Background: an optimization exercise with open tools, aiming at small area. Do not read the settings as production practice.
Function was checked by simulation only, so behaviour that the tests miss may differ from the original.
No activity file was given, so power comes from the tool's default toggle rates.

==> job 9942: inputs <==
## biquad_chain
module biquad_chain (
    input  wire        clk,
    input  wire        rst,
    input  wire        cfg_we,
    input  wire [3:0]  cfg_addr,
    input  wire [17:0] cfg_data,
    input  wire        in_valid,
    output wire        in_ready,
    input  wire [15:0] in_l,
    input  wire [15:0] in_r,
    output wire        out_valid,
    input  wire        out_ready,
    output wire [15:0] out_l,
    output wire [15:0] out_r
);
export LEC_CHECK = 0
export ABC_AREA = 1
export CAP_MARGIN = 20
export CORE_MARGIN = 2
export CORE_UTILIZATION = 50
export CTS_BUF_LIST = sky130_fd_sc_hd__clkbuf_16
export CTS_CLUSTER_DIAMETER = 100
export CTS_CLUSTER_SIZE = 25
export SLEW_MARGIN = 20
create_clock -name core_clock -period 22.0 [get_ports {clk}]
run.sh (not shown) runs the stock make flow with config.mk's settings and CLKGATE_MAP_FILE= SYNTH_SCRIPT=/design/flow/synth_recipe.tcl, a recipe that flattens the netlist after the stock synthesis.
==> inputs of job 3436, as changes to job 9942 <==
--- a/flow/design.v
+++ b/flow/design.v
@@ -15,24 +15,16 @@
 );
     reg  [5:0] ph;
     reg        active;       
     reg        fresh;        
     reg        ov;
     assign in_ready  = (ph == 6'd63) && (!ov || out_ready);
     assign out_valid = ov;
     wire accept = in_valid && in_ready;
-    function [1:0] dig;
-        input [5:0] p;
-        begin
-            if (p >= 6'd56)      dig = (p == 6'd56) ? 2'd0 : (p == 6'd57) ? 2'd1 : 2'd2;
-            else if (p >= 6'd49) dig = 2'd0;
-            else                 dig = (p - 6'd1) % 3;
-        end
-    endfunction
     reg  [1:0] di;           
     reg [17:0] cr [0:15];
     function [3:0] slot_of;
         input [3:0] a;
         case (a)
             4'd0: slot_of = 4'd0;   4'd1: slot_of = 4'd3;   4'd2: slot_of = 4'd9;
             4'd3: slot_of = 4'd6;   4'd4: slot_of = 4'd12;  4'd5: slot_of = 4'd1;
             4'd6: slot_of = 4'd4;   4'd7: slot_of = 4'd10;  4'd8: slot_of = 4'd7;
@@ -55,102 +47,120 @@
                     cr[gp] <= cr[(gp + 1) % 16];
             end
         end
     endgenerate
     wire [5:0] cdig = (di == 2'd0) ? cr[0][5:0] : (di == 2'd1) ? cr[15][11:6] : cr[14][17:12];
     wire       cdl  = (di == 2'd1) ? cr[15][5] : (di == 2'd2) ? cr[14][11] : 1'b0;
     reg [15:0] ya, yb, ol, orr;
     reg [16:0] v;
-    reg [1:0] xs, ys;
-    reg       sb;
-    wire [5:0] pn = ph + 6'd1;
+    reg [10:0] ctl_n;
     always @(*) begin
-        xs = 2'd0; ys = 2'd0; sb = 1'b0;
-        if (pn >= 6'd1 && pn < 6'd16) begin             
-            case ((pn - 6'd1) / 3)
-                0, 1, 3: begin xs = 2'd1; ys = 2'd1; sb = 1'b1; end    
-                default: begin ys = 2'd3; sb = 1'b1; end              
-            endcase
-        end else if (pn >= 6'd16 && pn < 6'd31) begin   
-            case ((pn - 6'd16) / 3)
-                0, 1, 3: begin xs = 2'd1; end                         
-                default: begin ys = 2'd2; sb = 1'b1; end              
-            endcase
-        end else if (pn >= 6'd31 && pn < 6'd49) begin
-            case ((pn - 6'd31) / 3)
-                0, 1, 4: begin ys = 2'd3; end                         
-                2, 5:    begin ys = 2'd1; sb = 1'b1; end              
-                default: begin xs = 2'd2; ys = 2'd1; end              
-            endcase
-        end else begin
-            xs = 2'd2; ys = 2'd1; sb = 1'b1;                          
-        end
+        case (ph)
+            6'd0: ctl_n = 11'b01011100100;
+            6'd1: ctl_n = 11'b01011100001;
+            6'd2: ctl_n = 11'b01011100010;
+            6'd3: ctl_n = 11'b01011101000;
+            6'd4: ctl_n = 11'b01011100001;
+            6'd5: ctl_n = 11'b01011100010;
+            6'd6: ctl_n = 11'b00111001100;
+            6'd7: ctl_n = 11'b00111000001;
+            6'd8: ctl_n = 11'b00111000010;
+            6'd9: ctl_n = 11'b01011110000;
+            6'd10: ctl_n = 11'b01011100001;
+            6'd11: ctl_n = 11'b01011100010;
+            6'd12: ctl_n = 11'b00111001100;
+            6'd13: ctl_n = 11'b00111000001;
+            6'd14: ctl_n = 11'b00111000010;
+            6'd15: ctl_n = 11'b01010100100;
+            6'd16: ctl_n = 11'b01010100001;
+            6'd17: ctl_n = 11'b01010100010;
+            6'd18: ctl_n = 11'b01010101000;
+            6'd19: ctl_n = 11'b01010100001;
+            6'd20: ctl_n = 11'b01010100010;
+            6'd21: ctl_n = 11'b00101001100;
+            6'd22: ctl_n = 11'b00101000001;
+            6'd23: ctl_n = 11'b00101000010;
+            6'd24: ctl_n = 11'b01010110000;
+            6'd25: ctl_n = 11'b01010100001;
+            6'd26: ctl_n = 11'b01010100010;
+            6'd27: ctl_n = 11'b00101001100;
+            6'd28: ctl_n = 11'b00101000001;
+            6'd29: ctl_n = 11'b00101000010;
+            6'd30: ctl_n = 11'b00110000100;
+            6'd31: ctl_n = 11'b00110000001;
+            6'd32: ctl_n = 11'b00110000010;
+            6'd33: ctl_n = 11'b00110001000;
+            6'd34: ctl_n = 11'b00110000001;
+            6'd35: ctl_n = 11'b00110000010;
+            6'd36: ctl_n = 11'b00011001100;
+            6'd37: ctl_n = 11'b00011000001;
+            6'd38: ctl_n = 11'b00011000010;
+            6'd39: ctl_n = 11'b10010010000;
+            6'd40: ctl_n = 11'b10010000001;
+            6'd41: ctl_n = 11'b10010000010;
+            6'd42: ctl_n = 11'b00110010000;
+            6'd43: ctl_n = 11'b00110000001;
+            6'd44: ctl_n = 11'b00110000010;
+            6'd45: ctl_n = 11'b00011001100;
+            6'd46: ctl_n = 11'b00011000001;
+            6'd47: ctl_n = 11'b00011000010;
+            6'd48: ctl_n = 11'b10011010000;
+            6'd49: ctl_n = 11'b10011010000;
+            6'd50: ctl_n = 11'b10011010000;
+            6'd51: ctl_n = 11'b10011010000;
+            6'd52: ctl_n = 11'b10011010000;
+            6'd53: ctl_n = 11'b10011010000;
+            6'd54: ctl_n = 11'b10011010000;
+            6'd55: ctl_n = 11'b10011010000;
+            6'd56: ctl_n = 11'b10011000001;
+            6'd57: ctl_n = 11'b10011000010;
+            6'd58: ctl_n = 11'b10011000010;
+            6'd59: ctl_n = 11'b10011000010;
+            6'd60: ctl_n = 11'b10011000010;
+            6'd61: ctl_n = 11'b10011000010;
+            6'd62: ctl_n = 11'b10011000010;
+            6'd63: ctl_n = 11'b10011010000;
+            default: ctl_n = 11'd0;
+        endcase
     end
+    wire [1:0] xs = ctl_n[10:9];
+    wire [1:0] ys = ctl_n[8:7];
+    wire       sb = ctl_n[6];
+    wire       sh = ctl_n[5];
+    wire [2:0] ssn = (fresh && (ctl_n[4:2] == 3'd1 || ctl_n[4:2] == 3'd2)) ? 3'd4 : ctl_n[4:2];
     wire [16:0] xo = (xs == 2'd1) ? {ol[15], ol} : (xs == 2'd2) ? {yb[15], yb} : 17'd0;
     wire [16:0] yo = (ys == 2'd1) ? {orr[15], orr} : (ys == 2'd2) ? {yb[15], yb} :
                      (ys == 2'd3) ? {ya[15], ya} : 17'd0;
     wire [16:0] yx = yo ^ {17{sb}};
     wire [17:0] oc;
-    wire [16:0] vn;
+    wire [16:0] vs;
+    wire [16:0] vn = sh ? {vs[16], vs[16:1]} : vs;
     assign oc[0] = sb;
     genvar gb;
     generate
         for (gb = 0; gb < 17; gb = gb + 1) begin : g_opadd
-            assign vn[gb]   = xo[gb] ^ yx[gb] ^ oc[gb];
+            assign vs[gb]   = xo[gb] ^ yx[gb] ^ oc[gb];
             assign oc[gb+1] = (xo[gb] & yx[gb]) | (xo[gb] & oc[gb]) | (yx[gb] & oc[gb]);
         end
     endgenerate
     reg  [29:0] acc;
     reg  [17:0] lo;
     reg  [34:0] z1f [0:2];
     reg  [33:0] z2f [0:2];
     wire [35:0] res = {acc[17:0], lo};        
-    reg [2:0] ss, ssn;
-    always @(*) begin
-        ssn = 3'd0;
-        if (dig(pn) == 2'd0) begin
-            if (pn >= 6'd1 && pn < 6'd31) begin
-                case ((pn - 6'd1) % 15 / 3)
-                    0: ssn = 3'd1;
-                    1: ssn = 3'd2;
-                    3: ssn = 3'd4;
-                    default: ssn = 3'd3;
-                endcase
-            end else if (pn >= 6'd31 && pn < 6'd49) begin
-                case ((pn - 6'd31) / 3)
-                    0: ssn = 3'd1;
-                    1: ssn = 3'd2;
-                    3, 4: ssn = 3'd4;
-                    default: ssn = 3'd3;
-                endcase
-            end else begin
-                ssn = 3'd4;
-            end
-            if (fresh && (ssn == 3'd1 || ssn == 3'd2)) ssn = 3'd4;
-        end
-    end
+    reg [2:0] ss;
     wire [35:0] src = (ss == 3'd0) ? {{6{acc[29]}}, acc} :
                       (ss == 3'd1) ? {z1f[0][34], z1f[0]} :
                       (ss == 3'd2) ? {{2{z2f[0][33]}}, z2f[0]} :
                       (ss == 3'd3) ? res : 36'd8192;
     wire [35:0] sum;
     bq_mac u_mac (.src(src), .v(v), .d(cdig), .dl(cdl), .s(sum));
     wire        ovf = !(&acc[17:11] || !(|acc[17:11]));
     wire [15:0] ysat = ovf ? (acc[17] ? 16'h8000 : 16'h7fff) : {acc[11:0], lo[17:14]};
-    wire [16:0] ic;
-    wire [15:0] isum;
-    assign ic[0] = 1'b0;
-    generate
-        for (gb = 0; gb < 16; gb = gb + 1) begin : g_inadd
-            assign isum[gb]  = in_l[gb] ^ in_r[gb] ^ ic[gb];
-            assign ic[gb+1]  = (in_l[gb] & in_r[gb]) | (in_l[gb] & ic[gb]) | (in_r[gb] & ic[gb]);
-        end
-    endgenerate
-    wire [15:0] mid = {in_l[15] ^ in_r[15] ^ ic[16], isum[15:1]};
     assign out_l = ol;
     assign out_r = orr;
     always @(posedge clk) begin
         acc <= sum[35:6];
         lo  <= {sum[5:0], lo[17:6]};
         v   <= vn;
     end
     always @(posedge clk) begin
@@ -158,32 +168,32 @@
             di     <= 2'd0;
             ss     <= 3'd4;
             ph     <= 6'd0;
             active <= 1'b0;
             fresh  <= 1'b1;
             ov     <= 1'b0;
         end else begin
             ph <= ph + 6'd1;
-            di <= dig(pn);
+            di <= ctl_n[1:0];
             ss <= ssn;
             if (ov && out_ready)
                 ov <= 1'b0;
             if (accept)
                 active <= 1'b1;
             if (active && ph == 6'd59) begin
                 active <= 1'b0;
                 fresh  <= 1'b0;
                 ov     <= 1'b1;
             end
         end
     end
     always @(posedge clk) begin
         if (accept) begin
-            ol  <= mid;
+            ol  <= in_l;
             orr <= in_r;
         end
         if (active) begin
             case (ph)
                 6'd4:  ya  <= ysat;             
                 6'd19: yb  <= ysat;             
                 6'd34: orr <= ysat;             
                 6'd43: ol  <= ysat;             
==> qor summary <==
item	job 9942	job 3436
Outcome	timing/DRC/antenna clean	timing/DRC/antenna clean
Area share of the largest cell type after synthesis	28.7%	29.8%
Summed instance area of the synthesized netlist	0.0279 mm²	0.0275 mm²
Multiplexer share of the synthesized area	0.597%	0.0728%
Adder-Cell Fraction of Synth Area	9.32%	7.74%
Cell type of the slowest stage on the worst timing path	sky130_fd_sc_hd__o21ai_1	sky130_fd_sc_hd__nor2_1
Flip-flop and latch count after synthesis	638	648
Number of clock sinks	638	648
Arrival time at the worst endpoint	14,420 ps	15,290 ps
Syn_nets	3,112	3,188
Met3 wirelength from detailed routing	2640 µm	3010 µm
Post-Synth Simple-Gate Area	16.3%	23.5%
Max Freq	72.2 MHz	68.0 MHz
Internal power component	2.44 mW	1.89 mW

-- re-timing with driven ports --
How much do the figures lean on ideal ports? The routed layouts below were timed once more, with nothing changed but the port constraints. Step 1, drivers: a clkbuf_16 drives clk and a buf_2 each remaining input, both assumed. Step 2 adds t to the input delays and takes it off the output delays; t is the mean of the earliest and latest rising clock arrival at the registers after step 1. Input paths then give back, and output paths get back, about the clock's delay inside the block. Three values: ideal, step 1, step 2; two values: the first two.
| run | shift t [ns] | slack for setup (ns) | worst setup path after step 2 | worst register clock-pin slew, ns | cell pins on the clock port's net |
|---|---|---|---|---|---|
| job 9942 | 0.669 | 8.149 / 8.149 / 8.149 | register to register | 0.11 / 0.11 | 1 |
| job 3436 | 0.670 | 7.285 / 7.285 / 7.285 | register to register | 0.11 / 0.11 | 1 |
After both steps every run listed still meets setup and hold.
